From an optimization exercise on the open Yosys and OpenROAD flow, aimed at small area, a short achievable clock period and few clock cycles per item; shortcuts taken in it are not production practice.
Function was not checked in any run shown here: the RTL went through the layout flow alone.
Power figures rest on the tool's default switching activity, not on a simulated workload.

## design/flow/design.v

```verilog
module modbus_engine #(
    parameter N_COIL    = 64,
    parameter N_DI      = 32,
    parameter N_HR      = 32,
    parameter N_IR      = 16,
    parameter BASE_COIL = 16'h0010,
    parameter BASE_DI   = 16'h0200,
    parameter BASE_HR   = 16'h0100,
    parameter BASE_IR   = 16'h0300,
    parameter EXC_ADDR  = 8'h02
) (
    input  wire               clk,
    input  wire               rst,
    input  wire               rx_valid,
    input  wire [7:0]         rx_data,
    output wire               rx_ready,
    output wire               tx_valid,
    output wire [7:0]         tx_data,
    output wire               tx_last,
    input  wire               tx_ready,
    input  wire [N_DI-1:0]    di_in,
    input  wire [16*N_IR-1:0] ir_in
);
    integer i, b;
    reg         rdy_q;       
    reg  [4:0]  pos;         
    reg  [15:0] rem;         
    reg         rem1;        
    reg         rhz;         
    reg         decided;     
    reg         dec_q;       
    reg         short_q;     
    reg         pend;        
    reg  [1:0]  rc_q;        
    reg         p_hr, p_coil, p_reg;  
    reg         rc_ok;       
    reg         ex_q;        
    reg         ex2_q;       
    reg         rst_q;       
    reg         hdr_ok;      
    reg         tstarted;    
    reg  [7:0]  f0, f1, f2, f3, f6, f7, f8, f9, f10, f11, f12, f13, f14, f15, f16;
    reg  [6:0]  wleft;       
    reg  [5:0]  wptr;        
    reg         w0f;         
    reg         we_q;        
    reg         cwe_q;       
    reg  [15:0] wd_q;
    reg  [5:0]  wa_q;
    reg  [7:0]  cm_q;        
    reg  [63:0]  coil;
    reg  [511:0] hr;
    reg         tx_act;
    reg         tx_desc;     
    reg  [6:0]  o;           
    reg  [1:0]  tx_exc;
    reg         tx_bits, tx_regs, tx_echo, tx_pin, tx_17, tx_rwok;
    reg  [5:0]  wend_q;      
    reg         rwq_ok;      
    reg  [6:0]  tx_lo;       
    reg         o_lt5;       
    reg         o_ge9;       
    reg  [4:0]  tp;          
    reg  [4:0]  ra;          
    reg         rmw_q;       
    reg  [3:0]  tg;          
    reg  [2:0]  tsh;         
    reg  [6:0]  tbl;         
    reg         bpre;        
    reg  [15:0] rw_q;        
    reg  [7:0]  lo_q;        
    reg  [7:0]  bb_q;        
    reg         v0, v1, l0, l1;
    reg  [7:0]  d0, d1;
    wire [7:0]  fc  = f7;
    wire [15:0] A   = {f8, f9};
    wire [15:0] Q   = {f10, f11};
    wire [15:0] WA  = {f12, f13};
    wire [15:0] WQ  = {f14, f15};
    wire fc01 = fc == 8'h01, fc02 = fc == 8'h02, fc03 = fc == 8'h03, fc04 = fc == 8'h04;
    wire fc05 = fc == 8'h05, fc06 = fc == 8'h06, fc0f = fc == 8'h0F, fc10 = fc == 8'h10;
    wire fc16 = fc == 8'h16, fc17 = fc == 8'h17;
    wire known = fc01 | fc02 | fc03 | fc04 | fc05 | fc06 | fc0f | fc10 | fc16 | fc17;
    wire [6:0] ca = A[6:0] - 7'h10;                       
    reg       ac_q, ad_q, ah_q, ai_q, wah_q, wqr_q, wq0_q, wqb_q;
    reg [6:0] lc_q;
    reg [5:0] l32_q, lw_q;
    reg [4:0] li_q;
    reg       k01, k02, k03, k04, k05, k06, k0f, k10, k16, k17;
    reg [4:0] dpm1;          
    always @(posedge clk) begin
        ac_q  <= (A[15:7] == 9'd0) && (A[6:0] >= 7'h10) && (A[6:0] <= 7'h4F);
        lc_q  <= 7'd64 - {1'b0, ca[5:0]};
        ad_q  <= A[15:5] == 11'h010;
        ah_q  <= A[15:5] == 11'h008;
        l32_q <= 6'd32 - {1'b0, A[4:0]};
        ai_q  <= A[15:4] == 12'h030;
        li_q  <= 5'd16 - {1'b0, A[3:0]};
        wah_q <= WA[15:5] == 11'h008;
        lw_q  <= 6'd32 - {1'b0, WA[4:0]};
        wqr_q <= (WQ[15:6] == 10'd0) && (WQ[5:0] <= lw_q);
        wq0_q <= WQ == 16'd0;
        wqb_q <= WQ > 16'd121;
        k01 <= fc01; k02 <= fc02; k03 <= fc03; k04 <= fc04; k05 <= fc05;
        k06 <= fc06; k0f <= fc0f; k10 <= fc10; k16 <= fc16; k17 <= fc17;
        dpm1 <= dpos - 5'd1;
    end
    wire q0       = Q == 16'd0;
    wire [5:0] wr_end = {1'b0, WA[4:0]} + WQ[5:0];        
    wire rem_lt12 = (rem[15:8] == 8'd0) && (rem[7:0] < f12);
    wire rem_lt16 = (rem[15:8] == 8'd0) && (rem[7:0] < f16);
    wire rng_coil = ac_q && (Q[15:7] == 9'd0)  && (Q[6:0] <= lc_q);
    wire rng_di   = ad_q && (Q[15:6] == 10'd0) && (Q[5:0] <= l32_q);
    wire rng_hr   = ah_q && (Q[15:6] == 10'd0) && (Q[5:0] <= l32_q);
    wire rng_ir   = ai_q && (Q[15:5] == 11'd0) && (Q[4:0] <= li_q);
    wire rng_hrw  = wah_q && wqr_q;
    wire e3 = short_q ||
        ((k01 | k02) && (q0 || Q > 16'd2000)) ||
        ((k03 | k04) && (q0 || Q > 16'd125)) ||
        (k05 && !q0 && Q != 16'hFF00) ||
        (k0f && (q0 || Q > 16'd1984 || {f12, 3'b000} < Q[10:0] || rem_lt12)) ||
        (k10 && (q0 || Q > 16'd123 || f12 != {Q[6:0], 1'b0} || rem_lt12)) ||
        (k17 && (q0 || Q > 16'd125 || wq0_q || wqb_q || f16 != {WQ[6:0], 1'b0} || rem_lt16));
    wire e2 =
        (k01 && !rng_coil) || (k02 && !rng_di) || (k03 && !rng_hr) || (k04 && !rng_ir) ||
        (k05 && !ac_q) || ((k06 | k16) && !ah_q) || (k0f && !rng_coil) || (k10 && !rng_hr) ||
        (k17 && !(rng_hrw && rng_hr));
    wire [1:0] rc_c = !known ? 2'd1 : e3 ? 2'd3 : e2 ? 2'd2 : 2'd0;
    wire       ok_c = rc_c == 2'd0;
    reg [4:0] dpos;
    always @(*) begin
        case (fc)
            8'h01, 8'h02, 8'h03, 8'h04, 8'h05, 8'h06: dpos = 5'd11;
            8'h0F, 8'h10: dpos = 5'd12;
            8'h16:        dpos = 5'd13;
            8'h17:        dpos = 5'd16;
            default:      dpos = 5'd8;
        endcase
    end
    wire datafc = k0f || k10 || k17;      
    wire [15:0] hr_rd  = hr[16*ra +: 16];
    wire t_last   = tx_desc && o == tx_lo;
    wire gen_ok   = tx_act && (o_lt5 || tx_desc) && !(tx_17 && o_ge9 && o[0] && !tx_rwok && !rwq_ok);
    wire gen_adv  = gen_ok && !v1;
    wire tx_free  = !tx_act || (gen_adv && t_last);
    wire tx_early = !pend && hdr_ok && !tstarted;
    wire tx_start = tx_free && (pend || tx_early);
    wire tx_load  = pend && (tx_free || !tx_desc);
    wire any_load = tx_load;
    wire tx_hr_rd   = tx_act && tx_desc && tx_regs && !tx_pin;
    wire tx_coil_rd = tx_act && tx_desc && tx_bits && !tx_pin;
    wire tx_reg_rd  = tx_act && tx_desc && tx_regs;
    wire        fire    = rx_valid && rdy_q;
    wire        last_r  = (pos >= 5'd6) && rem1;                     
    wire        last5   = (pos == 5'd5) && rhz && (rx_data == 8'd0);     
    wire        last    = last5 || last_r;
    wire        trig    = !decided && ((pos == 5'd7 && last_r) || (pos >= 5'd8 && (last_r || pos == dpos)));
    wire [7:0]  cmask   = (wleft >= 7'd8) ? 8'hFF : ((8'd1 << wleft[2:0]) - 8'd1);
    wire        wdat    = wleft != 7'd0;
    wire [6:0]  wl_dec  = short_q ? 7'd0 : k0f ? Q[6:0] : k10 ? f12[6:0] : k17 ? f16[6:0] : 7'd0;
    wire [6:0]  wl_dm1  = short_q ? 7'd0 : k10 ? f12[6:0] - 7'd1 : f16[6:0] - 7'd1;
    wire        hi_dec  = dec_q && (k10 || k17) && !short_q;
    wire [6:0]  wl_dn   = !wdat ? 7'd0 : w0f ? ((wleft > 7'd8) ? wleft - 7'd8 : 7'd0) : wleft - 7'd1;
    wire [6:0]  wl0     = dec_q ? wl_dec : wleft;
    wire [6:0]  wl1     = dec_q ? (hi_dec ? wl_dm1 : wl_dec) : last_r ? 7'd0 : wl_dn;
    wire [5:0]  wp_dec  = k0f ? ca[5:0] : k10 ? {1'b0, f9[4:0]} : {1'b0, f13[4:0]};
    wire [5:0]  wp0     = dec_q ? wp_dec : wptr;
    wire [5:0]  wp1     = dec_q ? wp_dec : (wdat && w0f) ? wptr + 6'd8 :
                          (wdat && wleft[0]) ? wptr + 6'd1 : wptr;
    wire [4:0] pos1     = last_r ? 5'd0 : (pos == 5'd17) ? pos : pos + 5'd1;
    wire       p1le13   = last_r || pos <= 5'd12;                      
    wire       p1ge9    = !last_r && pos >= 5'd8;                      
    wire       p1dp     = !last_r && pos == dpm1;                      
    wire       dec1     = trig;
    wire       decd1    = last_r ? 1'b0 : (trig | decided);
    wire       pend_n   = dec_q | (pend & !tx_load);
    wire       tact_n   = tx_start | (tx_act & !(gen_adv && t_last));
    wire [6:0] pz0      = {2'b00, pos};
    wire       o_le_p   = o <= pz0;
    wire       o_eq_p1  = o == pz0 + 7'd1;
    wire       ole0     = tx_start || (gen_adv ? (o < pz0) : o_le_p);
    wire       ole1     = tx_start || (last_r ? (!gen_adv && o == 7'd0) :
                                       gen_adv ? o_le_p : (o_le_p || o_eq_p1));
    wire       tst_s    = tx_early | decided;                        
    wire       tst0     = tx_start ? tst_s : tstarted;
    wire       tst1     = tx_start ? (tst_s & !last_r) : (tstarted & !last_r);
    wire       hr_n     = tx_hr_rd   | (tx_load & p_hr);
    wire       coil_n   = tx_coil_rd | (tx_load & p_coil);
    wire       reg_n    = tx_reg_rd  | (tx_load & p_reg);
    wire       wnz0     = dec_q ? datafc : (wleft != 7'd0);
    wire       wnz1     = dec_q ? datafc : !last_r && (w0f ? (wleft > 7'd8) : (wleft > 7'd1));
    wire       hz_dec   = (k05 & coil_n) | (k06 & hr_n) | (k16 & (hr_n | reg_n));
    wire       w0f_n    = dec_q ? k0f : w0f;
    wire       hz_dat   = pend_n & (w0f_n ? coil_n : hr_n);           
    wire       desc_n   = any_load | (tx_desc & !tx_start);
    wire       own_n    = tact_n & !desc_n;
    wire       bf0 = (pos  <= 5'd13) && ((pend_n && !own_n) || (tact_n && !tst0 && ole0));
    wire       bf1 = p1le13 && (((pend_n || dec1)  && !own_n) || (tact_n && !tst1 && ole1));
    wire       dbub1 = dec1  && p1ge9 && k0f;                           
    wire       hb0 = (!decided && pos  >= 5'd9 && pos  == dpos && hz_dec) || (wnz0 && hz_dat);
    wire       hb1 = (!decd1   && p1ge9 && p1dp && hz_dec) || (wnz1 && hz_dat);
    wire       rdy0 = !bf0 && !hb0;
    wire       rdy1 = !bf1 && !dbub1 && !hb1;
    always @(posedge clk) begin
        if (fire) begin
            if (pos == 5'd0)  f0  <= rx_data;
            if (pos == 5'd1)  f1  <= rx_data;
            if (pos == 5'd2)  f2  <= rx_data;
            if (pos == 5'd3)  f3  <= rx_data;
            if (pos == 5'd6)  f6  <= rx_data;
            if (pos == 5'd7)  f7  <= rx_data;
            if (pos == 5'd8)  f8  <= rx_data;
            if (pos == 5'd9)  f9  <= rx_data;
            if (pos == 5'd10) f10 <= rx_data;
            if (pos == 5'd11) f11 <= rx_data;
            if (pos == 5'd12) f12 <= rx_data;
            if (pos == 5'd13) f13 <= rx_data;
            if (pos == 5'd14) f14 <= rx_data;
            if (pos == 5'd15) f15 <= rx_data;
            if (pos == 5'd16) f16 <= rx_data;
        end
        if (fire) begin
            if (pos == 5'd4)
                rem[15:8] <= rx_data;
            else if (pos == 5'd5)
                rem[7:0]  <= rx_data;
            else
                rem <= rem - 16'd1;
            if (pos == 5'd4)
                rhz <= rx_data == 8'd0;
            rem1 <= (pos == 5'd5) ? (rhz && rx_data == 8'd1) : (rem == 16'd2);
        end
        if (fire && trig)
            short_q <= last_r && !(pos >= 5'd8 && pos == dpos);
        rst_q <= rst;
        if (dec_q) begin
            rc_q   <= rc_c;
            rc_ok  <= ok_c;
            p_hr   <= fc03 || fc17;
            p_coil <= fc01;
            p_reg  <= fc03 || fc04 || fc17;
            w0f    <= k0f;
            wend_q <= wr_end;
        end
        we_q  <= 1'b0;
        cwe_q <= 1'b0;
        if (ex_q) begin
            if (k05) begin
                cwe_q <= rc_ok;
                wa_q  <= ca[5:0];
                wd_q[7:0] <= {8{f10[0]}};
                cm_q  <= 8'h01;
            end
            if (k06) begin
                we_q <= rc_ok;
                wa_q <= {1'b0, f9[4:0]};
                wd_q <= {f10, f11};
            end
        end
        if (ex2_q && k16) begin
            we_q <= rc_ok;
            wa_q <= {1'b0, f9[4:0]};
            wd_q <= (rw_q & Q) | (WA & ~Q);
        end
        if (rdy_q && hi_dec)
            wd_q[15:8] <= rx_data;
        if (rdy_q && wleft != 7'd0 && !dec_q) begin
            wa_q <= wptr;
            cm_q <= cmask;
            if (w0f || wleft[0])
                wd_q[7:0] <= rx_data;
            else
                wd_q[15:8] <= rx_data;
        end
        wptr <= fire ? wp1 : wp0;
        if (fire && wdat) begin
            if (w0f)
                cwe_q <= rc_ok;
            else if (wleft[0])
                we_q  <= rc_ok;
        end
        if (rst) begin
            rdy_q    <= 1'b0;
            pos      <= 5'd0;
            hdr_ok   <= 1'b0;
            tstarted <= 1'b0;
            decided  <= 1'b0;
            dec_q    <= 1'b0;
            ex_q     <= 1'b0;
            ex2_q    <= 1'b0;
            pend     <= 1'b0;
            wleft    <= 7'd0;
            we_q     <= 1'b0;
            cwe_q    <= 1'b0;
        end else begin
            rdy_q <= fire ? rdy1 : rdy0;
            dec_q <= fire && trig;
            ex_q  <= dec_q;
            ex2_q <= ex_q;
            pend  <= pend_n;
            tstarted <= fire ? tst1 : tst0;
            hdr_ok   <= fire ? (pos == 5'd5 ? !(rhz && rx_data[7:1] == 7'd0) : hdr_ok & !last_r) : hdr_ok;
            pos      <= fire ? (last5 ? 5'd0 : pos1) : pos;
            decided  <= fire ? decd1 : decided;
            wleft    <= fire ? wl1 : wl0;
        end
    end
    wire [15:0] hwd  = rst_q ? 16'd0 : wd_q;
    wire [15:0] dwin = {8'd0, wd_q[7:0]} << wa_q[2:0];
    wire [15:0] mwin = {8'd0, cm_q} << wa_q[2:0];
    wire [3:0]  cg   = {1'b0, wa_q[5:3]};
    always @(posedge clk) begin
        for (i = 0; i < 32; i = i + 1)
            if (rst_q || (we_q && wa_q[4:0] == i))
                hr[16*i +: 16] <= hwd;
        if (rst_q) begin
            coil <= 64'd0;
        end else if (cwe_q) begin
            for (i = 0; i < 8; i = i + 1)
                for (b = 0; b < 8; b = b + 1) begin
                    if (cg == i && mwin[b])
                        coil[8*i + b] <= dwin[b];
                    else if (cg + 4'd1 == i && mwin[8 + b])
                        coil[8*i + b] <= dwin[8 + b];
                end
        end
    end
    wire [1:0] s_rc   = rc_q;
    wire       s_exc  = s_rc != 2'd0;
    wire       s_bits = !s_exc && (fc01 || fc02);
    wire       s_regs = !s_exc && (fc03 || fc04 || fc17);
    wire [3:0] s_c8   = ({1'b0, Q[6:0]} + 8'd7) >> 3;
    wire [6:0] s_lo   = s_exc ? 7'd8 : s_bits ? 7'd8 + {3'd0, s_c8} :
                        s_regs ? 7'd8 + {Q[5:0], 1'b0} : fc16 ? 7'd13 : 7'd11;
    wire [6:0] s_bb   = fc01 ? {1'b0, ca[5:0]} : {2'b10, A[4:0]};
    wire         bfetch = !bpre || (gen_adv && tx_bits && o_ge9);
    wire [6:0]   tbl8  = (tbl > 7'd8) ? tbl - 7'd8 : 7'd0;
    wire [127:0] bsp   = {32'd0, di_in, coil};
    wire [15:0]  bwin  = bsp[8*tg +: 16];
    wire [7:0]   bmask = (tbl >= 7'd8) ? 8'hFF : ((8'd1 << tbl[2:0]) - 8'd1);
    wire         rhi   = gen_adv && tx_regs && o_ge9 && o[0];      
    wire         rmw_n = dec_q && fc16 && !short_q;                 
    wire [4:0]   tp_n  = any_load ? (fc04 ? {1'b0, A[3:0]} : A[4:0]) : tp + {4'd0, rhi};
    reg [7:0] tbyte;
    always @(*) begin
        case (o)
            7'd0: tbyte = f0;
            7'd1: tbyte = f1;
            7'd2: tbyte = f2;
            7'd3: tbyte = f3;
            7'd4: tbyte = 8'h00;
            7'd5: tbyte = {1'b0, tx_lo - 7'd5};
            7'd6: tbyte = f6;
            7'd7: tbyte = {f7[7] | (tx_exc != 2'd0), f7[6:0]};
            7'd8: tbyte = (tx_exc != 2'd0) ? {6'd0, tx_exc} : tx_echo ? f8 : {1'b0, tx_lo - 7'd8};
            default:
                if (tx_echo) begin
                    case (o[3:0])
                        4'd9:    tbyte = f9;
                        4'd10:   tbyte = f10;
                        4'd11:   tbyte = f11;
                        4'd12:   tbyte = f12;
                        default: tbyte = f13;
                    endcase
                end else if (tx_bits)
                    tbyte = bb_q;
                else
                    tbyte = o[0] ? rw_q[15:8] : lo_q;
        endcase
    end
    wire pop = v0 && tx_ready;
    always @(posedge clk) begin
        rw_q <= (tx_pin && !rmw_q) ? ir_in[16*ra[3:0] +: 16] : hr_rd;
        tp   <= tp_n;
        ra   <= rmw_n ? f9[4:0] : tp_n;
        rwq_ok <= !((we_q && wa_q[4:0] == ra) ||
                    (wleft != 7'd0 && {1'b0, ra} >= wptr && {1'b0, ra} < wend_q));
        rmw_q <= rmw_n;
        if (rhi)
            lo_q <= rw_q[7:0];
        if (bfetch) begin
            bb_q <= (bwin >> tsh) & bmask;
            tg   <= tg + 4'd1;
            tbl  <= tbl8;
            bpre <= 1'b1;
        end
        if (gen_adv) begin
            o <= o + 7'd1;
            if (o == 7'd4)
                o_lt5 <= 1'b0;
            if (o == 7'd8)
                o_ge9 <= 1'b1;
        end
        if (tx_start) begin
            o     <= 7'd0;
            o_lt5 <= 1'b1;
            o_ge9 <= 1'b0;
        end
        if (tx_start && !pend) begin
            tx_desc <= 1'b0;
            tx_bits <= 1'b0;
            tx_regs <= 1'b0;
            tx_17   <= 1'b0;
        end
        if (any_load) begin
            tx_desc <= 1'b1;
            tx_exc  <= s_rc;
            tx_bits <= s_bits;
            tx_regs <= s_regs;
            tx_echo <= !s_exc && !s_bits && !s_regs;
            tx_pin  <= fc02 || fc04;
            tx_17   <= !s_exc && fc17;
            tx_lo   <= s_lo;
            tg      <= s_bb[6:3];
            tsh     <= s_bb[2:0];
            tbl     <= Q[6:0];
            bpre    <= 1'b0;
        end
        if (any_load)
            tx_rwok <= 1'b0;
        else if (wleft == 7'd0 && !we_q)
            tx_rwok <= 1'b1;
        if (pop) begin
            if (v1) begin
                d0 <= d1;
                l0 <= l1;
            end else begin
                d0 <= tbyte;
                l0 <= t_last;
            end
        end else if (!v0) begin
            d0 <= tbyte;
            l0 <= t_last;
        end
        if (gen_adv && v0 && !pop) begin
            d1 <= tbyte;
            l1 <= t_last;
        end
        if (rst) begin
            tx_act <= 1'b0;
            v0     <= 1'b0;
            v1     <= 1'b0;
        end else begin
            if (tx_start)
                tx_act <= 1'b1;
            else if (gen_adv && t_last)
                tx_act <= 1'b0;
            if (pop)
                v0 <= v1 || gen_adv;
            else if (!v0)
                v0 <= gen_adv;
            if (pop)
                v1 <= 1'b0;
            else if (gen_adv && v0)
                v1 <= 1'b1;
        end
    end
    assign rx_ready = rdy_q;
    assign tx_valid = v0;
    assign tx_data  = d0;
    assign tx_last  = l0;
endmodule
```

## design/flow/flow/run.sh

```bash
#!/bin/bash
# The standard layout; only the port buffer cell is chosen here (buf_2
# instead of the buffer ORFS picks by default). Every tool's output goes to
# standard.log in this folder.
export BUFFER_PORTS_ARGS="-buffer_cell sky130_fd_sc_hd__buf_2"
bash standard.sh > standard.log 2>&1
```

## design/flow/standard.sh

```bash
#!/bin/bash
# synth_recipe.tcl (not shown) runs the flow's synth.tcl, then flattens the netlist and writes it again
# the make line also repeats each setting of config.mk as NAME=value (left out here)
make -C /OpenROAD-flow-scripts/flow DESIGN_CONFIG=/design/flow/config.mk WORK_HOME=/design/flow/orfs CLKGATE_MAP_FILE= SYNTH_SCRIPT=/design/flow/synth_recipe.tcl "${@:-finish}"
```

## design/flow/config.mk

```make
export PLATFORM = sky130hd
export DESIGN_NAME = modbus_engine
export DESIGN_NICKNAME = modbus_engine
export VERILOG_FILES = /design/flow/design.v
export SDC_FILE = /design/flow/constraint.sdc
export NUM_CORES = 4
export LEC_CHECK = 0
export CAP_MARGIN = 60
export CORE_MARGIN = 2
export CORE_UTILIZATION = 50
export CTS_CLUSTER_DIAMETER = 70
export CTS_CLUSTER_SIZE = 30
export PLACE_DENSITY = 0.6
export SLEW_MARGIN = 60
```

## design/flow/constraint.sdc

```tcl
create_clock -name core_clock -period 12.0 [get_ports {clk}]
set_input_delay 2.4000 -clock core_clock [delete_from_list [all_inputs] [get_ports {clk}]]
set_output_delay 2.4000 -clock core_clock [all_outputs]
set_load 0.01 [all_outputs]
```

==> reports/results.txt, run 1 <==
CP endpoint kind: flop
Unrepaired setup endpoints after global routing: false
Initial Util: 50.6%
Dpl hpwl: 103,000 µm
# clock sinks: 936
Clock latency on the worst-skew pair: 0.69 ns
Final period util: 33.5%
Max IR drop VDD: 134 µV
Wirelength per Cell: 29.5 µm
WP buf/inv: 1
First-pass GRT wire length: 210,000 µm
Hold depth: 1
Hold Fails Final Rpt: 0
Hold Buf Count CTS: 0
Ports: 311
Layout cells sized above 1: 25.6%
Routability cong.: 0.947
Min-delay worst type: reg -> reg
Storage cell area: 0.0262 mm²
Post-Syn Area: 0.0458 mm²
Post-synthesis cell type count: 84
Root Buffer Master: clkbuf_16
Post-Syn Nets: 3,796
Synth-to-layout area growth: 12.9%
Slowest stage delay, CP: 0.41 ns
Wirelength, routed: 144,000 µm
Final net count: 4,044
Drt initial violations: 3,362
Clk slew on worst S/H paths: 0.10 ns
Crit path required time: 12.63 ns
Sequential share of the synthesized area: 57.2%
Rows: 110
DR pass1 iterations: 9
Fin Setup TNS: 0 ns
CP Launch Type: primary input
DR vias: 31,400
Fill cells: 7,291
DRC: 0
Fin. max-slew vios: 0
Via density: 6.44
R2r worst-path depth: 11
CP max-delay cell: nor4_1
CP arrival: 4.66 ns
Vias in the first global route: 31,100
Chip width: 307 µm
Post-Route Skew: 0.0439 ns
P_leak: 18.3 nW
CP Depth: 8
EDFF count, synth: 745
#FFs+latches synth: 936
Top flop regs: hr x512, coil x64
Initial antenna violation count: 10
Hold WS: 0.470 ns
Clock Tree Buf Depth: 3
Multi-input gate area: 0.0188 mm²
Max reg flops: 512
Die ar.: 0.0940 mm²
Congestion Overflow GR: 0
Setup violators final: 0
Crit path time final: 4.02 ns
Worst rel slew slack: 55.2%
Syn avg cell area: 13.5 µm²
Async SR Flop Fraction: 0%
Top reg by flops: hr
Crit-path cells: buf_2 > nor4_1 > nand4_1 > o21ai_2 > o21ai_2 > or2_2 > or3_1 > a21oi_1
ANT nets after route: 0
Area of the core: 0.0904 mm²
Gr usage total: 30.5%
CTS Buf Count: 53
# Post-CTS Setup Buffers: 0
Pwr dens: 132 mW/mm²
Pin count of the biggest net entering global routing: 70
Top_reg_cell synth: edfxtp_1
Cts repair resizes: 0
Max Cap Viol: 0
Syn Inst Count: 3,398
Synth warn: 1
Status: finished clean
H-tree depth: 2
Most frequent CP cell: o21ai_2
Chip height: 307 µm
Worst-margin pin slew: 0.654 ns
FMAX: 249 MHz
Crit Path Class: in -> reg
CTS tree: yes
CP top delay family: simple AND/OR/NAND/NOR gates
Port Buffer Count: 310
Critical Path Fanout Max: 21
[through the flow]
stage / utilization (%) / power [mW] / std cells / instance area (µm²) / worst slack [ns]
5_1_grt: 57.2 / 7.07 / 4868 / 51700 / 7.78
3_3_place_gp: 53.5 / 4.65 / 4705 / 48400 / 7.34
6_report: 57.2 / 6.84 / 4873 / 51700 / 7.98
4_1_cts: 56.9 / 6.87 / 4858 / 51500 / 7.99
3_5_place_dp: 54.7 / 4.72 / 4758 / 49500 / 7.24
2_1_floorplan: - / 4.34 / 3398 / 45800 / 7.88
[synth_stat cells (all sizes together), types with 11 or more instances]
| cell | number | share of area [%] |
|---|---|---|
| dfxtp | 191 | 8.3 |
| a22oi | 26 | 0.43 |
| a211oi | 15 | 0.26 |
| a21oi | 154 | 1.7 |
| and2 | 23 | 0.31 |
| nand2 | 211 | 1.7 |
| and3 | 11 | 0.15 |
| or3 | 21 | 0.31 |
| mux4 | 255 | 13 |
| nor4 | 24 | 0.36 |
| nor2b | 42 | 0.59 |
| o21ai | 197 | 2.2 |
| a31oi | 21 | 0.29 |
| o2111a | 57 | 1.4 |
| a221oi | 19 | 0.38 |
| nand4 | 18 | 0.25 |
| mux2i | 141 | 3.1 |
| ha | 97 | 2.7 |
| o21a | 15 | 0.25 |
| edfxtp | 745 | 49 |
| or2 | 11 | 0.15 |
| o22ai | 90 | 1.2 |
| nand2b | 38 | 0.52 |
| a21o | 34 | 0.56 |
| inv | 117 | 0.96 |
| o21bai | 15 | 0.25 |
| o211ai | 14 | 0.23 |
| nor3 | 116 | 1.3 |
| nand3 | 51 | 0.57 |
| mux2 | 30 | 0.74 |
| clkbuf | 168 | 1.4 |
| buf | 54 | 0.60 |
| nor2 | 159 | 1.3 |
| xnor2 | 66 | 1.3 |
| xor2 | 37 | 0.71 |
| a222oi | 11 | 0.24 |
[cells in the final DEF, fill, tap and decap left out, types with 57 or more instances in the layout]
cell and n:
nor3_1 111, dfxtp_1 179, a21oi_1 149, inv_1 113
mux4_2 255, o22ai_1 90, o21ai_0 186, edfxtp_1 745
o2111a_1 57, mux2i_1 130, xnor2_1 66, nor2_1 154
buf_2 311, ha_1 96, nand2_1 203
[routing by layer]
metal	vias to the layer above	track usage [%]	wire length, µm
li1	13800	-	-
met1	16100	41.5	59200
met2	1306	50.2	69300
met3	214	5.95	10800
met4	12	8.30	4250
met5	-	0	67
[final cells by class]
| type | count | area share [%] |
|---|---|---|
| inverter | 119 | 0.866 |
| antenna | 6 | 0.0290 |
| tap | 1176 | 2.85 |
| sequential | 936 | 50.7 |
| timing repair buffer | 415 | 5.33 |
| clock buffer | 60 | 2.65 |
| clock inverter | 40 | 1.17 |
| multi-input combinational | 2121 | 36.4 |
[path summary, 6_finish.rpt]
kind | from | endpoint | slack, ns
worst max-delay path | rx_data[3] | pos[3]$_SDFFE_PP0P_ | 7.98
worst min-delay path | o_lt5$_SDFFE_PN1P_ | o_lt5$_SDFFE_PN1P_ | 0.47
worst max register to register | f11[3]$_DFFE_PP_ | rc_q[1]$_DFFE_PP_ | 8.34
worst min register to register | o_lt5$_SDFFE_PN1P_ | o_lt5$_SDFFE_PN1P_ | 0.47
[kinds of logic (layout without fill, tap and decap cells)]
group | count (synthesis) | count (layout) | synth area share, %
flip-flops | 936 | 936 | 57.2
other | 0 | 6 | 0
adder cells (fa/ha/maj) | 98 | 98 | 2.69
AO/OA/AOI/OAI | 736 | 736 | 10.7
XOR/XNOR | 103 | 103 | 1.97
buffers and inverters | 341 | 634 | 2.96
multiplexers | 426 | 426 | 16.4
AND/OR/NAND/NOR | 758 | 758 | 8.16
[power by group]
part | switching [mW] | internal [mW] | total (mW)
registers | 0.122 | 3.75 | 3.88
clock network | 1.22 | 0.952 | 2.18
logic | 0.451 | 0.336 | 0.787
==> inputs of run 2 (changes only) <==
--- a/design/flow/design.v
+++ b/design/flow/design.v
@@ -202,7 +202,7 @@
     wire       rdy0 = !bf0 && !hb0;
     wire       rdy1 = !bf1 && !dbub1 && !hb1;
     always @(posedge clk) begin
-        if (fire) begin
+        if (rdy_q) begin
             if (pos == 5'd0)  f0  <= rx_data;
             if (pos == 5'd1)  f1  <= rx_data;
             if (pos == 5'd2)  f2  <= rx_data;
==> run 2 against run 1 <==
Combinational power shrank 12%. Wire length shrank 4.5%. Global-route usage shrank 1.6 points. Clock power shrank 7%. Critical path depth shrank 7. Critical endpoint is now rx_ready. Register-to-register slack lost 0.10 ns. Non-clock buffer count grew 9. Die area is essentially flat. Via count shrank 0.77%. Sequential share of layout area grew 0.33 points. Utilization shrank 0.88 points. Setup slack gained 0.16 ns.
==> reports/results.txt, run 2 <==
Status: finished clean
Async SR Flop Fraction: 0% (unchanged)
Pwr dens: 127 mW/mm² (-3.7%)
Critical Path Fanout Max: 9 (-57%)
Chip width: 307 µm (about the same)
Top cells by area, synth: edfxtp_1 49%, mux4_2 13%, dfxtp_1 8.3%
Area of the core: 0.0912 mm² (+0.91%)
Max reg flops: 512 (unchanged)
Cts repair resizes: 0 (unchanged)
Most frequent cells in the layout: 745 x edfxtp_1, 315 x buf_2, 260 x mux4_2
Die ar.: 0.0941 mm² (about the same)
CP arrival: 1.46 ns (-3.20 ns)
EDFF count, synth: 745 (unchanged)
Final WS setup: 8.14 ns (+0.163 ns)
Final period util: 32.2% (-1.4 points)
H-tree depth: 2 (unchanged)
First-pass GRT wire length: 202,000 µm (-4.0%)
Post-Syn Area: 0.0458 mm² (about the same)
Fill cells: 7,341 (+0.69%)
# Post-CTS Setup Buffers: 0 (unchanged)
Hold Fails Final Rpt: 0 (unchanged)
Initial antenna violation count: 3 (-7)
Chip height: 307 µm (about the same)
Initial Util: 50.2% (-0.43 points)
Vias in the first global route: 30,700 (-1.5%)
DRC: 0 (unchanged)
CTS tree: yes
Root Buffer Master: clkbuf_16
CP endpoint kind: output port
Setup violators final: 0 (unchanged)
Max IR drop VDD: 137 µV (+1.9%)
Worst rel slew slack: 51.1% (-4.0 points)
Slowest stage delay, CP: 0.57 ns (+0.16 ns)
Synth-to-layout area growth: 12.1%
Crit path required time: 9.60 ns (-3.03 ns)
Hold Buf Count CTS: 0 (unchanged)
Place WS: 7.57 ns (+0.325 ns)
Wirelength per Cell: 28.3 µm (-4.0%)
DR vias: 31,200 (-0.77%)
Crit-path cells: buf_2
#FFs+latches synth: 936 (unchanged)
Most frequent cell after synthesis: edfxtp_1
Final net count: 4,014 (-0.74%)
Clock latency on the worst-skew pair: 0.69 ns (about the same)
Clock Tree Buf Depth: 3 (unchanged)
Fin Setup TNS: 0 ns (unchanged)
WP buf/inv: 1 (unchanged)
Dpl hpwl: 97,000 µm (-6.1%)
Congestion Overflow GR: 0 (unchanged)
CP max-delay cell: dfxtp_2
Syn avg cell area: 13.6 µm² (+1.1%)
CP top delay family: flip-flops
Layout Cells excl Fill: 4,844 (-0.60%)
Synth warn: 1 (unchanged)
Tot Pwr: 6.55 mW (-4.3%)
Wirelength, routed: 137,000 µm (-4.5%)
Via density: 6.43 (-0.18%)
Max Cap Viol: 0 (unchanged)
FMAX: 259 MHz (+4.2%)
Top flop regs: hr x512, coil x64
Post-synthesis cell type count: 89 (+6.0%)
Sequential share of the synthesized area: 57.2% (about the same)
Post-synth top area share: 48.8% (about the same)
Unrepaired setup endpoints after global routing: false
Top_reg_cell synth: edfxtp_1
Drt initial violations: 3,469 (+3.2%)
Routability cong.: 0.956 (+0.99%)
Post-Route Skew: 0.0544 ns (+0.0105 ns)
Rows: 111 (+0.91%)
Cell taking the most area after synthesis: edfxtp_1
Post-Syn Nets: 3,760 (-0.95%)
Top reg by flops: hr
Port Buffer Count: 310 (unchanged)
Commonest non-fill, non-tap cell in the layout: edfxtp_1
# clock sinks: 936 (unchanged)
Post-Place Cells: 4,732 (-0.55%)
Ports: 311 (unchanged)
Fin. max-slew vios: 0 (unchanged)
Clk slew on worst S/H paths: 0.09 ns (about the same)
DR pass1 iterations: 8 (-1)
ANT nets after route: 0 (unchanged)
Crit Path Class: reg -> out
Most frequent cells after synthesis: 745 x edfxtp_1, 260 x mux4_2, 191 x dfxtp_1, 179 x a21oi_1, 176 x nand2_1
Min-delay worst type: reg -> reg
Worst-margin pin slew: 0.733 ns (+0.0789 ns)
Crit path time final: 3.86 ns (-0.163 ns)
CTS Buf Count: 50 (-5.7%)
Layout cells sized above 1: 25.3% (-0.27 points)
Syn Inst Count: 3,362 (-1.1%)
Gr usage total: 28.9% (-1.6 points)
Pin count of the biggest net entering global routing: 67 (-4.3%)
CP Launch Type: flop
P_leak: 18.2 nW (-0.37%)
run 2: report_power, final:
group | switching (mW) | internal [mW]
Sequential | 0.0948 | 3.74
Combinational | 0.405 | 0.285
Clock | 1.16 | 0.868
Total | 1.66 | 4.89
run 2: metrics by stage:
stage | area (µm²) | hold WS [ns] | util (%)
2_1_floorplan | 45800 | 0.408 | -
3_3_place_gp | 48400 | 0.430 | 53.0
3_5_place_dp | 49300 | 0.439 | 54.1
4_1_cts | 51000 | 0.464 | 55.9
5_1_grt | 51400 | 0.482 | 56.3
6_report | 51400 | 0.468 | 56.3
run 2: cell families after synthesis:
kind of cell | share of synthesized area (%)
xor+xnor | 1.97
fa+ha+maj | 2.69
flops | 57.2
mux | 16.7
compound gates | 10.4
buf+inv | 3.06
simple gates | 8.03
run 2: worst paths after layout:
| kind | startpoint | endpoint | slack (ns) | cells past startpoint |
|---|---|---|---|---|
| max reg2reg | o[0]$_SDFFE_PN0N_ | d0[7]$_DFFE_PP_ | 8.24 | 9 |
| min reg2reg | rc_q[0]$_DFFE_PP_ | tx_exc[0]$_DFFE_PP_ | 0.47 | 0 |
| max | rdy_q$_SDFF_PP0_ | rx_ready | 8.14 | 1 |
| min | rc_q[0]$_DFFE_PP_ | tx_exc[0]$_DFFE_PP_ | 0.47 | 0 |
run 2: final cells by class:
cell class / instances / area [µm²] / area share (%)
flip-flops and latches: 936 / 26200 / 51.0
repair buffers: 424 / 2820 / 5.48
well taps: 1186 / 1480 / 2.89
clock buffers: 64 / 1340 / 2.60
clock inverters: 28 / 354 / 0.689
multi-input cells: 2080 / 18700 / 36.4
inverters: 124 / 465 / 0.906
diodes: 2 / 5.00 / 0.00974
run 2: routing by layer:
layer | part of all wire [%] | vias up | global-route usage (%)
met4 | 2.8 | 2 | 7.75
met2 | 49 | 1326 | 48.0
met5 | 0.0095 | - | 0
li1 | - | 13700 | -
met1 | 41 | 15900 | 39.7
met3 | 7.5 | 188 | 4.78
==> inputs of run 3 (changes only) <==
--- a/design/flow/design.v
+++ b/design/flow/design.v
@@ -23,6 +23,7 @@
 );
     integer i, b;
     reg         rdy_q;       
+    reg         fld_q;       
     reg  [4:0]  pos;         
     reg  [15:0] rem;         
     reg         rem1;        
@@ -202,7 +203,7 @@
     wire       rdy0 = !bf0 && !hb0;
     wire       rdy1 = !bf1 && !dbub1 && !hb1;
     always @(posedge clk) begin
-        if (rdy_q) begin
+        if (fld_q) begin
             if (pos == 5'd0)  f0  <= rx_data;
             if (pos == 5'd1)  f1  <= rx_data;
             if (pos == 5'd2)  f2  <= rx_data;
@@ -262,9 +263,9 @@
             wa_q <= {1'b0, f9[4:0]};
             wd_q <= (rw_q & Q) | (WA & ~Q);
         end
-        if (rdy_q && hi_dec)
+        if (hi_dec)
             wd_q[15:8] <= rx_data;
-        if (rdy_q && wleft != 7'd0 && !dec_q) begin
+        if (wleft != 7'd0 && !dec_q) begin
             wa_q <= wptr;
             cm_q <= cmask;
             if (w0f || wleft[0])
@@ -281,6 +282,7 @@
         end
         if (rst) begin
             rdy_q    <= 1'b0;
+            fld_q    <= 1'b0;
             pos      <= 5'd0;
             hdr_ok   <= 1'b0;
             tstarted <= 1'b0;
@@ -294,6 +296,7 @@
             cwe_q    <= 1'b0;
         end else begin
             rdy_q <= fire ? rdy1 : rdy0;
+            fld_q <= fire ? !bf1 : !bf0;
             dec_q <= fire && trig;
             ex_q  <= dec_q;
             ex2_q <= ex_q;
==> run 3 against run 2 <==
Non-clock buffer count decreased by 7. Final area increased by 1.2%. Sequential share of layout area decreased by 0.58 points. Highest routed layer unchanged. Worst hold slack improved by 0.012 ns. Maximum frequency decreased by 1.6%. Sequential power increased by 6.3%. Die area increased by 0.40%. Power increased by 15%. Sequential cell count increased by 1. Critical path depth increased by 7.
==> reports/results.txt, run 3 <==
Status: finished clean
Pwr dens: 145 mW/mm² (+14%)
Synth-to-layout area growth: 13.0%
Commonest non-fill, non-tap cell in the layout: edfxtp_1
Top flop regs: hr x512, coil x64
Cell taking the most area after synthesis: edfxtp_1
Cts repair resizes: 0 (unchanged)
Congestion Overflow GR: 0 (unchanged)
# clock sinks: 937 (+0.11%)
Post-Route Skew: 0.0557 ns (+0.00130 ns)
Most frequent cells in the layout: 745 x edfxtp_1, 312 x buf_2, 260 x mux4_2
Hold Path Origin: rw_q[6]$_DFF_P_
Drt initial violations: 3,555 (+2.5%)
Top reg by flops: hr
Hold path endpoint: lo_q[6]$_DFFE_PP_
Critical Path Fanout Max: 22 (+13)
Setup violators final: 0 (unchanged)
Chip width: 307 µm (+0.20%)
Top cells by area, synth: edfxtp_1 49%, mux4_2 13%, dfxtp_1 8.4%
Tot Pwr: 7.54 mW (+15%)
Layout cells sized above 1: 25.4% (+0.077 points)
Synth warn: 1 (unchanged)
H-tree depth: 2 (unchanged)
Crit Path Class: in -> reg
#FFs+latches synth: 937 (+0.11%)
Place WS: 7.45 ns (-0.113 ns)
Crit-path cells: buf_2 > nor4_1 > nand4_1 > o21ai_1 > o21ai_1 > nor3_1 > a21oi_1 > nor2_1
Most frequent cells after synthesis: 745 x edfxtp_1, 260 x mux4_2, 201 x nand2_1, 192 x dfxtp_1, 171 x clkbuf_1
Most frequent CP cell: o21ai_1
Post-synth top area share: 48.6% (-0.20 points)
Post-Syn Area: 0.0460 mm² (+0.40%)
Sequential share of the synthesized area: 57.0% (-0.19 points)
Fin Setup TNS: 0 ns (unchanged)
# Post-CTS Setup Buffers: 0 (unchanged)
CTS tree: yes
R2r worst-path depth: 10 (+1)
DRC: 0 (unchanged)
Post-synthesis cell type count: 86 (-3.4%)
Worst-margin pin slew: 0.675 ns (-0.0577 ns)
Slowest stage delay, CP: 0.48 ns (-0.09 ns)
Ports: 311 (unchanged)
Hold WS: 0.480 ns (+0.0124 ns)
Fill cells: 7,349 (+0.11%)
Syn avg cell area: 13.5 µm² (-1.2%)
P_leak: 18.5 nW (+1.7%)
FF-to-FF End: rc_q[1]$_DFFE_PP_
Pin count of the biggest net entering global routing: 70 (+4.5%)
Clk slew on worst S/H paths: 0.10 ns (about the same)
Wirelength, routed: 147,000 µm (+7.1%)
Final WS setup: 8.08 ns (-0.0613 ns)
R2R Path Start: f11[3]$_DFFE_PP_
Fin. max-slew vios: 0 (unchanged)
Gr usage total: 31.0% (+2.1 points)
Area of the core: 0.0914 mm² (+0.15%)
Hold depth: 0 (unchanged)
Max IR drop VDD: 140 µV (+2.2%)
Clock latency on the worst-skew pair: 0.70 ns (about the same)
Crit path time final: 3.92 ns (+0.0613 ns)
Unrepaired setup endpoints after global routing: false
Syn Inst Count: 3,416 (+1.6%)
EDFF count, synth: 745 (unchanged)
Top_reg_cell synth: edfxtp_1
Final net count: 4,060 (+1.1%)
Final period util: 32.7% (+0.51 points)
Max reg flops: 512 (unchanged)
Vias in the first global route: 30,800 (+0.45%)
Final core utilization: 56.9% (+0.61 points)
CP endpoint kind: flop
Worst rel slew slack: 53.7% (+2.6 points)
Dpl hpwl: 107,000 µm (+9.8%)
CP arrival: 4.55 ns (+3.09 ns)
Most frequent cell after synthesis: edfxtp_1
Clock Tree Buf Depth: 3 (unchanged)
Async SR Flop Fraction: 0% (unchanged)
Hold Fails Final Rpt: 0 (unchanged)
Max Cap Viol: 0 (unchanged)
Crit path required time: 12.63 ns (+3.03 ns)
Root Buffer Master: clkbuf_16
Wirelength per Cell: 30.0 µm (+6.0%)
CP max-delay cell: o21ai_1
Rows: 111 (unchanged)
DR vias: 31,500 (+1.1%)
Port Buffer Count: 310 (unchanged)
Post-Syn Nets: 3,814 (+1.4%)
Via density: 6.43 (about the same)
CTS Buf Count: 53 (+6.0%)
Min-delay worst type: reg -> reg
ANT nets after route: 0 (unchanged)
Initial Util: 50.3% (+0.13 points)
CP Launch Type: primary input
Hold Buf Count CTS: 0 (unchanged)
FMAX: 255 MHz (-1.6%)
Chip height: 307 µm (+0.20%)
DR pass1 iterations: 9 (+1)
Initial antenna violation count: 14 (+11)
Die ar.: 0.0945 mm² (+0.40%)
Flop-to-flop setup slack: 8.23 ns (about the same)
Routability cong.: 0.995 (+4.1%)
First-pass GRT wire length: 213,000 µm (+5.6%)
==> run 3: final cells by class <==
type,count,area (µm²),share of cell area (%)
Sequential cell,937,26200,50.5
Multi-Input combinational cell,2137,19000,36.6
Timing Repair Buffer,417,2780,5.34
Tap cell,1186,1480,2.85
Clock buffer,58,1380,2.65
Clock inverter,39,644,1.24
Inverter,116,435,0.837
Antenna cell,5,12.5,0.0241
==> run 3: cells by family (layout without fill, tap and decap cells) <==
logic type	after synthesis	in the layout	share of synthesized area, %
and+or+nand+nor	773	773	8.39
buffers and inverters	342	630	2.84
muxes	435	435	16.6
adders and majority gates	98	98	2.68
AOI/OAI and AO/OA	728	728	10.5
other	0	5	0
DFF	937	937	57.0
xor gates and xnor gates	103	103	1.96
==> run 3: worst max path at each step <==
stage,endpoint,cells after the start,from,slack (ns)
floorplan,pos[2]$_SDFFE_PP0P_,7,rx_data[3],8.13
global placement,pos[2]$_SDFFE_PP0P_,8,rx_data[3],7.45
detailed placement,pos[2]$_SDFFE_PP0P_,8,rx_data[2],7.45
CTS,pos[2]$_SDFFE_PP0P_,8,rx_data[3],8.19
global route,pos[1]$_SDFFE_PP0P_,8,rx_data[2],7.98
finish,pos[1]$_SDFFE_PP0P_,8,rx_data[2],8.08
==> run 3: power breakdown <==
group,internal (mW),switching [mW],total (mW)
Combinational,0.477,0.766,1.24
Clock,0.968,1.25,2.22
Sequential,3.92,0.153,4.07
Total,5.36,2.17,7.54
==> run 3: worst max-delay path: cells and delay by family <==
family / cells / cell delay [ns]
simple gates: 4 / 1.01
compound gates: 3 / 0.86
buf+inv: 1 / 0.28
==> run 3: through the flow <==
stage,std cells,instance area [µm²]
finish,4895,52000
detailed placement,4782,49800
floorplan,3416,46000
global route,4891,52000
CTS,4879,51800
global placement,4733,48700
==> run 3: per-layer routing <==
layer  routed length (µm)  GRT usage (%)
met5                   69              0
met4                 3960           8.34
met3                10700           5.02
met2                70500           50.8
met1                61600           43.2
==> inputs of run 4 (changes only) <==
--- a/design/flow/config.mk
+++ b/design/flow/config.mk
@@ -7,8 +7,8 @@
 export LEC_CHECK = 0
 export CAP_MARGIN = 60
 export CORE_MARGIN = 2
-export CORE_UTILIZATION = 50
+export CORE_UTILIZATION = 60
 export CTS_CLUSTER_DIAMETER = 70
 export CTS_CLUSTER_SIZE = 30
-export PLACE_DENSITY = 0.6
+export PLACE_DENSITY = 0.7
 export SLEW_MARGIN = 60
==> run 4 against run 3 <==
Still clean. Clock-buffer cell count grew 1. Worst hold slack got worse by 0.0033 ns. Synthesized area stayed put. Combinational power is essentially flat. Sequential power barely moved. Via count increased by 2.9%. Non-clock buffer count fell by 3. Global-route usage rose by 4.8 points. Critical endpoint is now pos[4]$_SDFFE_PP0P_.
==> reports/results.txt, run 4 <==
H-tree depth: 2 (unchanged)
Crit Path Class: in -> reg
Final period util: 32.6% (-0.13 points)
Pwr dens: 144 mW/mm² (-0.59%)
Status: finished clean
R2r worst-path depth: 11 (+1)
Hold Fails Final Rpt: 0 (unchanged)
Sequential share of the synthesized area: 57.0% (unchanged)
Pin count of the biggest net entering global routing: 66 (-5.7%)
Post-Syn Area: 0.0460 mm² (unchanged)
Initial antenna violation count: 8 (-6)
Via density: 6.86 (+6.6%)
Rows: 101 (-9.0%)
FMAX: 256 MHz (+0.39%)
Setup violators final: 0 (unchanged)
Chip width: 281 µm (-8.6%)
DR pass1 iterations: 8 (-1)
Top_reg_cell synth: edfxtp_1
CP max-delay cell: o21ai_1
Gr usage total: 35.8% (+4.8 points)
CTS Buf Count: 50 (-5.7%)
Critical Path Fanout Max: 21 (-4.5%)
Post-Syn Nets: 3,814 (unchanged)
Routability cong.: 0.984 (-1.2%)
Congestion Overflow GR: 0 (unchanged)
Vias in the first global route: 31,500 (+2.1%)
Ports: 311 (unchanged)
Cell taking the most area after synthesis: edfxtp_1
EDFF count, synth: 745 (unchanged)
#FFs+latches synth: 937 (unchanged)
Async SR Flop Fraction: 0% (unchanged)
Met2 Track Usage GR: 57.7% (+6.8 points)
DR vias: 32,400 (+2.9%)
Crit-path cells: buf_2 > nor4_1 > nand4_1 > o21ai_1 > o21ai_1 > nor3_1 > a21oi_1 > nor2_1
WP buf/inv: 1 (unchanged)
Max reg flops: 512 (unchanged)
Most frequent CP cell: o21ai_1
Clock latency on the worst-skew pair: 0.65 ns (-0.05 ns)
Clock Tree Buf Depth: 3 (unchanged)
Crit path time final: 3.91 ns (-0.0153 ns)
Slowest stage delay, CP: 0.47 ns (about the same)
Synth-to-layout area growth: 12.0%
Unrepaired setup endpoints after global routing: false
Most frequent cell after synthesis: edfxtp_1
Cts repair resizes: 0 (unchanged)
Max IR drop VDD: 155 µV (+11%)
Most frequent cells after synthesis: 745 x edfxtp_1, 260 x mux4_2, 201 x nand2_1, 192 x dfxtp_1, 171 x clkbuf_1
Wirelength per Cell: 29.8 µm (-0.73%)
Syn Inst Count: 3,416 (unchanged)
CP endpoint kind: flop
Die ar.: 0.0789 mm² (-16%)
CP top delay family: simple AND/OR/NAND/NOR gates
Fin. max-slew vios: 0 (unchanged)
Post-synthesis cell type count: 86 (unchanged)
Wirelength, routed: 141,000 µm (-4.2%)
ANT nets after route: 0 (unchanged)
Worst rel slew slack: 56.2% (+2.5 points)
Top flop regs: hr x512, coil x64
Post-Route Skew: 0.0363 ns (-0.0194 ns)
Crit path required time: 12.56 ns (-0.07 ns)
Gr busiest metal: met2
Root Buffer Master: clkbuf_16
Port Buffer Count: 310 (unchanged)
Final net count: 4,054 (-0.15%)
Initial Util: 60.6% (+10 points)
CP arrival: 4.47 ns (-0.08 ns)
GR Layer Usage met1: 48.3% (+5.2 points)
Worst-margin pin slew: 0.639 ns (-0.0361 ns)
Min-delay worst type: reg -> reg
First-pass GRT wire length: 207,000 µm (-3.1%)
Syn avg cell area: 13.5 µm² (unchanged)
Post-synth top area share: 48.6% (unchanged)
Most frequent cells in the layout: 745 x edfxtp_1, 310 x buf_2, 260 x mux4_2
Chip height: 281 µm (-8.6%)
Drt initial violations: 4,260 (+20%)
CTS tree: yes
Met3 Usage GRT: 6.69% (+1.7 points)
Hold depth: 1 (+1)
Top cells by area, synth: edfxtp_1 49%, mux4_2 13%, dfxtp_1 8.4%
Tot Pwr: 7.42 mW (-1.5%)
Commonest non-fill, non-tap cell in the layout: edfxtp_1
# clock sinks: 937 (unchanged)
Max Cap Viol: 0 (unchanged)
Top reg by flops: hr
CP Depth: 8 (unchanged)
Synth warn: 1 (unchanged)
Layout cells sized above 1: 25.2% (-0.20 points)
DRC: 0 (unchanged)
CP Launch Type: primary input
Dpl hpwl: 101,000 µm (-5.6%)
Area of the core: 0.0759 mm² (-17%)
P_leak: 18.4 nW (-0.57%)
Hold Buf Count CTS: 0 (unchanged)
# Post-CTS Setup Buffers: 0 (unchanged)
Clk slew on worst S/H paths: 0.10 ns (about the same)
Fin Setup TNS: 0 ns (unchanged)
==> run 4: cell counts after synthesis <==
No cell type changed its count.
==> run 4: cells by family after synthesis <==
| kind of cell | count (synthesis) | synth area share, % |
|---|---|---|
| adder cells (fa/ha/maj) | 98 | 2.68 |
| AO/OA/AOI/OAI | 728 | 10.5 |
| flip-flops | 937 | 57.0 |
| multiplexers | 435 | 16.6 |
| AND/OR/NAND/NOR | 773 | 8.39 |
| buffers and inverters | 342 | 2.84 |
| XOR/XNOR | 103 | 1.96 |
==> run 4: final timing paths <==
kind                                          from                   to  slack [ns]
worst min register to register  o_lt5$_SDFFE_PN1P_   o_lt5$_SDFFE_PN1P_        0.48
worst max-delay path                    rx_data[3]  pos[4]$_SDFFE_PP0P_        8.09
worst min-delay path            o_lt5$_SDFFE_PN1P_   o_lt5$_SDFFE_PN1P_        0.48
worst max register to register    f11[3]$_DFFE_PP_    rc_q[1]$_DFFE_PP_        8.12
==> run 4: layout make-up <==
type,count,area (µm²)
repair buffers,414,2700
flip-flops and latches,937,26200
well taps,1030,1290
fillers,5276,24400
clock inverters,30,522
clock buffers,59,1370
inverters,116,435
multi-input cells,2137,19000
diodes,2,5.00
==> run 4: report_power, final <==
| group | internal, mW | switching [mW] |
|---|---|---|
| clock network | 0.926 | 1.19 |
| logic | 0.474 | 0.752 |
| registers | 3.92 | 0.168 |
==> run 4: stage by stage <==
stage               utilization, %  std cells  hold WS (ns)  area (µm²)  worst slack, ns
floorplan                        -       3416         0.408       46000             8.13
global placement              63.8       4580         0.440       48500             7.46
detailed placement            65.0       4621         0.441       49400             7.47
CTS                           67.5       4710         0.469       51300             8.15
global route                  67.9       4725         0.467       51500             7.89
finish                        67.9       4725         0.477       51500             8.09
==> run 4: routing by layer <==
layer	up-vias	part of all wire, %
met5	-	0.019
met1	16300	38
met4	4	4.9
met3	375	9.5
met2	1920	48
li1	13800	-
==> inputs of run 5 (changes only) <==
--- a/design/flow/design.v
+++ b/design/flow/design.v
@@ -23,8 +23,9 @@
 );
     integer i, b;
     reg         rdy_q;       
-    reg         fld_q;       
     reg  [4:0]  pos;         
+    reg  [16:0] posh;        
+    reg         wdat_q;      
     reg  [15:0] rem;         
     reg         rem1;        
     reg         rhz;         
@@ -203,27 +204,27 @@
     wire       rdy0 = !bf0 && !hb0;
     wire       rdy1 = !bf1 && !dbub1 && !hb1;
     always @(posedge clk) begin
-        if (fld_q) begin
-            if (pos == 5'd0)  f0  <= rx_data;
-            if (pos == 5'd1)  f1  <= rx_data;
-            if (pos == 5'd2)  f2  <= rx_data;
-            if (pos == 5'd3)  f3  <= rx_data;
-            if (pos == 5'd6)  f6  <= rx_data;
-            if (pos == 5'd7)  f7  <= rx_data;
-            if (pos == 5'd8)  f8  <= rx_data;
-            if (pos == 5'd9)  f9  <= rx_data;
-            if (pos == 5'd10) f10 <= rx_data;
-            if (pos == 5'd11) f11 <= rx_data;
-            if (pos == 5'd12) f12 <= rx_data;
-            if (pos == 5'd13) f13 <= rx_data;
-            if (pos == 5'd14) f14 <= rx_data;
-            if (pos == 5'd15) f15 <= rx_data;
-            if (pos == 5'd16) f16 <= rx_data;
+        if (fire) begin
+            if (posh[0])  f0  <= rx_data;
+            if (posh[1])  f1  <= rx_data;
+            if (posh[2])  f2  <= rx_data;
+            if (posh[3])  f3  <= rx_data;
+            if (posh[6])  f6  <= rx_data;
+            if (posh[7])  f7  <= rx_data;
+            if (posh[8])  f8  <= rx_data;
+            if (posh[9])  f9  <= rx_data;
+            if (posh[10]) f10 <= rx_data;
+            if (posh[11]) f11 <= rx_data;
+            if (posh[12]) f12 <= rx_data;
+            if (posh[13]) f13 <= rx_data;
+            if (posh[14]) f14 <= rx_data;
+            if (posh[15]) f15 <= rx_data;
+            if (posh[16]) f16 <= rx_data;
         end
         if (fire) begin
-            if (pos == 5'd4)
+            if (posh[4])
                 rem[15:8] <= rx_data;
-            else if (pos == 5'd5)
+            else if (posh[5])
                 rem[7:0]  <= rx_data;
             else
                 rem <= rem - 16'd1;
@@ -263,9 +264,9 @@
             wa_q <= {1'b0, f9[4:0]};
             wd_q <= (rw_q & Q) | (WA & ~Q);
         end
-        if (hi_dec)
+        if (fire && hi_dec)
             wd_q[15:8] <= rx_data;
-        if (wleft != 7'd0 && !dec_q) begin
+        if (fire && wdat_q && !dec_q) begin
             wa_q <= wptr;
             cm_q <= cmask;
             if (w0f || wleft[0])
@@ -282,8 +283,9 @@
         end
         if (rst) begin
             rdy_q    <= 1'b0;
-            fld_q    <= 1'b0;
             pos      <= 5'd0;
+            posh     <= 17'd1;
+            wdat_q   <= 1'b0;
             hdr_ok   <= 1'b0;
             tstarted <= 1'b0;
             decided  <= 1'b0;
@@ -296,7 +298,6 @@
             cwe_q    <= 1'b0;
         end else begin
             rdy_q <= fire ? rdy1 : rdy0;
-            fld_q <= fire ? !bf1 : !bf0;
             dec_q <= fire && trig;
             ex_q  <= dec_q;
             ex2_q <= ex_q;
@@ -304,6 +305,8 @@
             tstarted <= fire ? tst1 : tst0;
             hdr_ok   <= fire ? (pos == 5'd5 ? !(rhz && rx_data[7:1] == 7'd0) : hdr_ok & !last_r) : hdr_ok;
             pos      <= fire ? (last5 ? 5'd0 : pos1) : pos;
+            posh     <= fire ? ((last5 || last_r) ? 17'd1 : {posh[15:0], 1'b0}) : posh;
+            wdat_q   <= fire ? (wl1 != 7'd0) : (wl0 != 7'd0);
             decided  <= fire ? decd1 : decided;
             wleft    <= fire ? wl1 : wl0;
         end
@@ -335,6 +338,8 @@
     wire [3:0] s_c8   = ({1'b0, Q[6:0]} + 8'd7) >> 3;
     wire [6:0] s_lo   = s_exc ? 7'd8 : s_bits ? 7'd8 + {3'd0, s_c8} :
                         s_regs ? 7'd8 + {Q[5:0], 1'b0} : fc16 ? 7'd13 : 7'd11;
+    wire [5:0] rd_end = {1'b0, A[4:0]} + Q[5:0];
+    wire       rw_apart = (rd_end <= {1'b0, WA[4:0]}) || (wr_end <= {1'b0, A[4:0]});
     wire [6:0] s_bb   = fc01 ? {1'b0, ca[5:0]} : {2'b10, A[4:0]};
     wire         bfetch = !bpre || (gen_adv && tx_bits && o_ge9);
     wire [6:0]   tbl8  = (tbl > 7'd8) ? tbl - 7'd8 : 7'd0;
@@ -420,7 +425,7 @@
             bpre    <= 1'b0;
         end
         if (any_load)
-            tx_rwok <= 1'b0;
+            tx_rwok <= rw_apart;
         else if (wleft == 7'd0 && !we_q)
             tx_rwok <= 1'b1;
         if (pop) begin
--- a/design/flow/config.mk
+++ b/design/flow/config.mk
@@ -7,8 +7,8 @@
 export LEC_CHECK = 0
 export CAP_MARGIN = 60
 export CORE_MARGIN = 2
-export CORE_UTILIZATION = 60
+export CORE_UTILIZATION = 50
 export CTS_CLUSTER_DIAMETER = 70
 export CTS_CLUSTER_SIZE = 30
-export PLACE_DENSITY = 0.7
+export PLACE_DENSITY = 0.6
 export SLEW_MARGIN = 60
==> run 5 against run 4 <==
Clock power rose by 9%. Critical path type unchanged. Maximum frequency fell by 3.9%. Setup slack got worse by 0.16 ns. Utilization fell by 11 points. Largest power group unchanged. Non-clock buffer count rose by 9. Highest routed layer unchanged. Via count rose by 0.76%. Wire length rose by 6.9%. Register-to-register slack improved by 0.56 ns. Synthesized cell count rose by 3.2%. Clock skew rose by 0.0097 ns. Sequential cell count rose by 17. Power fell by 7.6%. Still clean.
==> reports/results.txt, run 5 <==
Max Cap Viol: 0 (unchanged)
Syn Inst Count: 3,526 (+3.2%)
Worst-margin pin slew: 0.623 ns (-0.0160 ns)
Sequential share of the synthesized area: 56.6% (-0.42 points)
Pin count of the biggest net entering global routing: 70 (+6.1%)
Top flop regs: hr x512, coil x64, posh x17
Pwr dens: 129 mW/mm² (-10%)
Post-synthesis mux area share: 16.3% (-0.29 points)
Vias in the first global route: 32,000 (+1.6%)
Layout cells sized above 1: 24.8% (-0.44 points)
Layout Cells excl Fill: 5,068 (+7.3%)
Fin Setup TNS: 0 ns (unchanged)
Via density: 6.44 (-6.1%)
Max layer used: met5
Crit path required time: 12.57 ns (about the same)
Syn avg cell area: 13.3 µm² (-1.1%)
Most frequent cells after synthesis: 746 x edfxtp_1, 260 x mux4_2, 228 x nand2_1, 208 x dfxtp_1, 185 x a21oi_1
Synth warn: 1 (unchanged)
Clock latency on the worst-skew pair: 0.70 ns (+0.05 ns)
Met3 Wirelength: 10,600 µm (-21%)
EDFF count, synth: 746 (+0.13%)
WL met1: 63,100 µm (+18%)
Critical Path Fanout Max: 21 (unchanged)
DRC: 0 (unchanged)
Slowest stage delay, CP: 0.57 ns (+0.10 ns)
Wirelength, routed: 150,000 µm (+6.9%)
Initial Util: 50.4% (-10 points)
WP buf/inv: 1 (unchanged)
Top_reg_cell synth: edfxtp_1
Unrepaired setup endpoints after global routing: false
Die ar.: 0.0964 mm² (+22%)
Drt initial violations: 4,114 (-3.4%)
CP max-delay cell: or4_1
Root Buffer Master: clkbuf_16
Hold Fails Final Rpt: 0 (unchanged)
Post-synthesis cell type count: 81 (-5.8%)
Post-Syn Area: 0.0470 mm² (+2.1%)
CP arrival: 4.64 ns (+0.17 ns)
# clock sinks: 954 (+1.8%)
Final period util: 33.9% (+1.3 points)
CP Launch Type: primary input
Wirelength per Cell: 29.7 µm (-0.37%)
Crit path time final: 4.07 ns (+0.160 ns)
ANT nets after route: 0 (unchanged)
# Post-CTS Setup Buffers: 0 (unchanged)
Synth-to-layout area growth: 13.2%
Post-Place Cells: 4,946 (+7.0%)
Crit-path cells: buf_2 > or4_1 > nor4_1 > nand3_1 > o21a_2 > and3_1 > a22oi_1 > nor2_1
Commonest non-fill, non-tap cell in the layout: edfxtp_1
Async SR Flop Fraction: 0% (unchanged)
Status: finished clean
Port Buffer Count: 310 (unchanged)
Final net count: 4,178 (+3.1%)
Hold WS: 0.452 ns (-0.0255 ns)
Post-Route Skew: 0.0459 ns (+0.00966 ns)
Fill cells: 7,552 (+43%)
Area of the core: 0.0932 mm² (+23%)
DR vias: 32,700 (+0.76%)
Min-delay worst type: reg -> reg
Max reg flops: 512 (unchanged)
DR pass1 iterations: 6 (-2)
Most frequent cell after synthesis: edfxtp_1
Post-Syn Nets: 3,939 (+3.3%)
Hold Buf Count CTS: 0 (unchanged)
Fin. max-slew vios: 0 (unchanged)
XOR/XNOR share of the synthesized area: 2.00% (+0.034 points)
Simple-Gate Fraction of Synth Area: 8.10% (-0.29 points)
Cell area after layout: 0.0532 mm² (+3.1%)
Placed cell area: 0.0508 mm² (+2.8%)
Initial antenna violation count: 9 (+1)
Dpl hpwl: 107,000 µm (+6.9%)
CP endpoint kind: flop
Largest family of logic cells by synthesized area: multiplexers
Gr usage total: 31.3% (-4.5 points)
Cts repair resizes: 0 (unchanged)
Final WS setup: 7.93 ns (-0.160 ns)
Post-synth top area share: 47.7% (-0.93 points)
Clk slew on worst S/H paths: 0.09 ns (about the same)
Max IR drop VDD: 118 µV (-24%)
Top reg by flops: hr
First-pass GRT wire length: 219,000 µm (+5.6%)
Clock Tree Buf Depth: 3 (unchanged)
Ports: 311 (unchanged)
H-tree depth: 2 (unchanged)
Top cells by area, synth: edfxtp_1 48%, mux4_2 12%, dfxtp_1 8.9%
Routability cong.: 0.980 (-0.41%)
Tot Pwr: 6.86 mW (-7.6%)
Crit Path Class: in -> reg
Chip height: 310 µm (+11%)
Compound-cell area share of the yosys netlist: 11.0% (+0.44 points)
Final core utilization: 57.0% (-11 points)
Worst rel slew slack: 57.9% (+1.7 points)
Most frequent cells in the layout: 746 x edfxtp_1, 311 x buf_2, 260 x mux4_2
Cell taking the most area after synthesis: edfxtp_1
Place WS: 6.94 ns (-0.530 ns)
Rows: 112 (+11%)
#FFs+latches synth: 954 (+1.8%)
FMAX: 246 MHz (-3.9%)
Post-Synth Adder-Cell Area: 3.04% (+0.36 points)
Chip width: 310 µm (+11%)
CTS Buf Count: 56 (+12%)
Setup violators final: 0 (unchanged)
P_leak: 18.8 nW (+2.3%)
CTS tree: yes
WL met2: 70,800 µm (+5.7%)
Congestion Overflow GR: 0 (unchanged)
CP top delay family: simple AND/OR/NAND/NOR gates
==> run 5: cell types whose count changed in the layout (fill, tap and decap cells not counted), sizes merged, moves of 9 or more <==
cell | previous run | this run
and3 | 21 | 32
nand2 | 201 | 228
ha | 97 | 111
inv | 127 | 136
and2 | 19 | 8
nand2b | 42 | 33
nor3 | 110 | 122
a21oi | 166 | 186
dfxtp | 192 | 208
nor4 | 32 | 22
nor2 | 158 | 136
a221oi | 18 | 9
==> run 5: worst min-delay path, delay by kind of cell (launching register included) <==
family | cells | cell delay (ns)
flip-flops | 1 | 0.31
AND/OR/NAND/NOR | 1 | 0.05
AO/OA/AOI/OAI | 1 | 0.05
==> run 5: area by class of cell <==
| type | count | area [µm²] | share of cell area, % |
|---|---|---|---|
| Clock inverter | 42 | 617 | 1.16 |
| Antenna cell | 3 | 7.51 | 0.0141 |
| Sequential cell | 954 | 26600 | 50.0 |
| Multi-Input combinational cell | 2210 | 19600 | 36.8 |
| Tap cell | 1254 | 1570 | 2.95 |
| Inverter | 120 | 450 | 0.847 |
| Clock buffer | 62 | 1470 | 2.76 |
| Timing Repair Buffer | 423 | 2880 | 5.43 |
==> run 5: kinds of logic (layout without fill, tap and decap cells) <==
| logic type | count (synthesis) | count (layout) |
|---|---|---|
| compound gates | 779 | 779 |
| xor+xnor | 107 | 107 |
| fa+ha+maj | 113 | 113 |
| buf+inv | 362 | 647 |
| flops | 954 | 954 |
| mux | 438 | 438 |
| other cells | 0 | 3 |
| simple gates | 773 | 773 |
==> run 5: worst paths after layout <==
path	from	to	slack, ns	cells past startpoint
hold / removal	posh[13]$_SDFFE_PP0P_	posh[13]$_SDFFE_PP0P_	0.45	2
hold reg to reg	posh[13]$_SDFFE_PP0P_	posh[13]$_SDFFE_PP0P_	0.45	2
setup / recovery	rx_data[3]	pos[1]$_SDFFE_PP0P_	7.93	8
setup reg to reg	f11[3]$_DFFE_PP_	rc_q[1]$_DFFE_PP_	8.68	10
==> run 5: metal layers <==
layer	vias to the layer above	GRT usage [%]
li1	14300	-
met1	16600	43.7
met2	1467	50.2
met3	241	4.71
met4	2	10.9
met5	-	0
==> run 5: report_power, final <==
| group | leakage [nW] | switching, mW | internal, mW | total [mW] |
|---|---|---|---|---|
| logic | 8.77 | 0.382 | 0.289 | 0.670 |
| clock network | 0.997 | 1.25 | 1.05 | 2.30 |
| registers | 9.04 | 0.0926 | 3.80 | 3.89 |

-- what the ideal ports hide --
No port has a modelled driver above. Below, the same layouts with a new extraction and two added sets of constraints. Step 1: set_driving_cell puts a clkbuf_16 on clk and a buf_2 on each other input, an assumption about the parent block. Step 2 times the ports against the registers' clock, not the clock port: input delays grow and output delays shrink by t, the midpoint of the rising clock arrivals with the driver on. Three values: ideal, step 1, step 2; two values: the first two.
run | t (ns) | setup WS [ns] | latest minus earliest clock arrival (ns) | pins driven straight from the clock port
run 1 | 0.746 | 7.976 / 7.994 / 7.275 | 0.060 / 0.059 | 1
run 2 | 0.735 | 8.139 / 8.069 / 7.561 | 0.058 / 0.058 | 1
run 3 | 0.748 | 8.077 / 8.119 / 7.372 | 0.064 / 0.065 | 1
run 4 | 0.702 | 8.093 / 8.124 / 7.433 | 0.043 / 0.042 | 1
run 5 | 0.754 | 7.933 / 7.875 / 7.227 | 0.047 / 0.046 | 1
After both steps setup and hold are still met in every run listed. For run 5, which loses most, drivers alone change the setup slack by -0.058 ns; drivers and shift together by -0.706 ns.
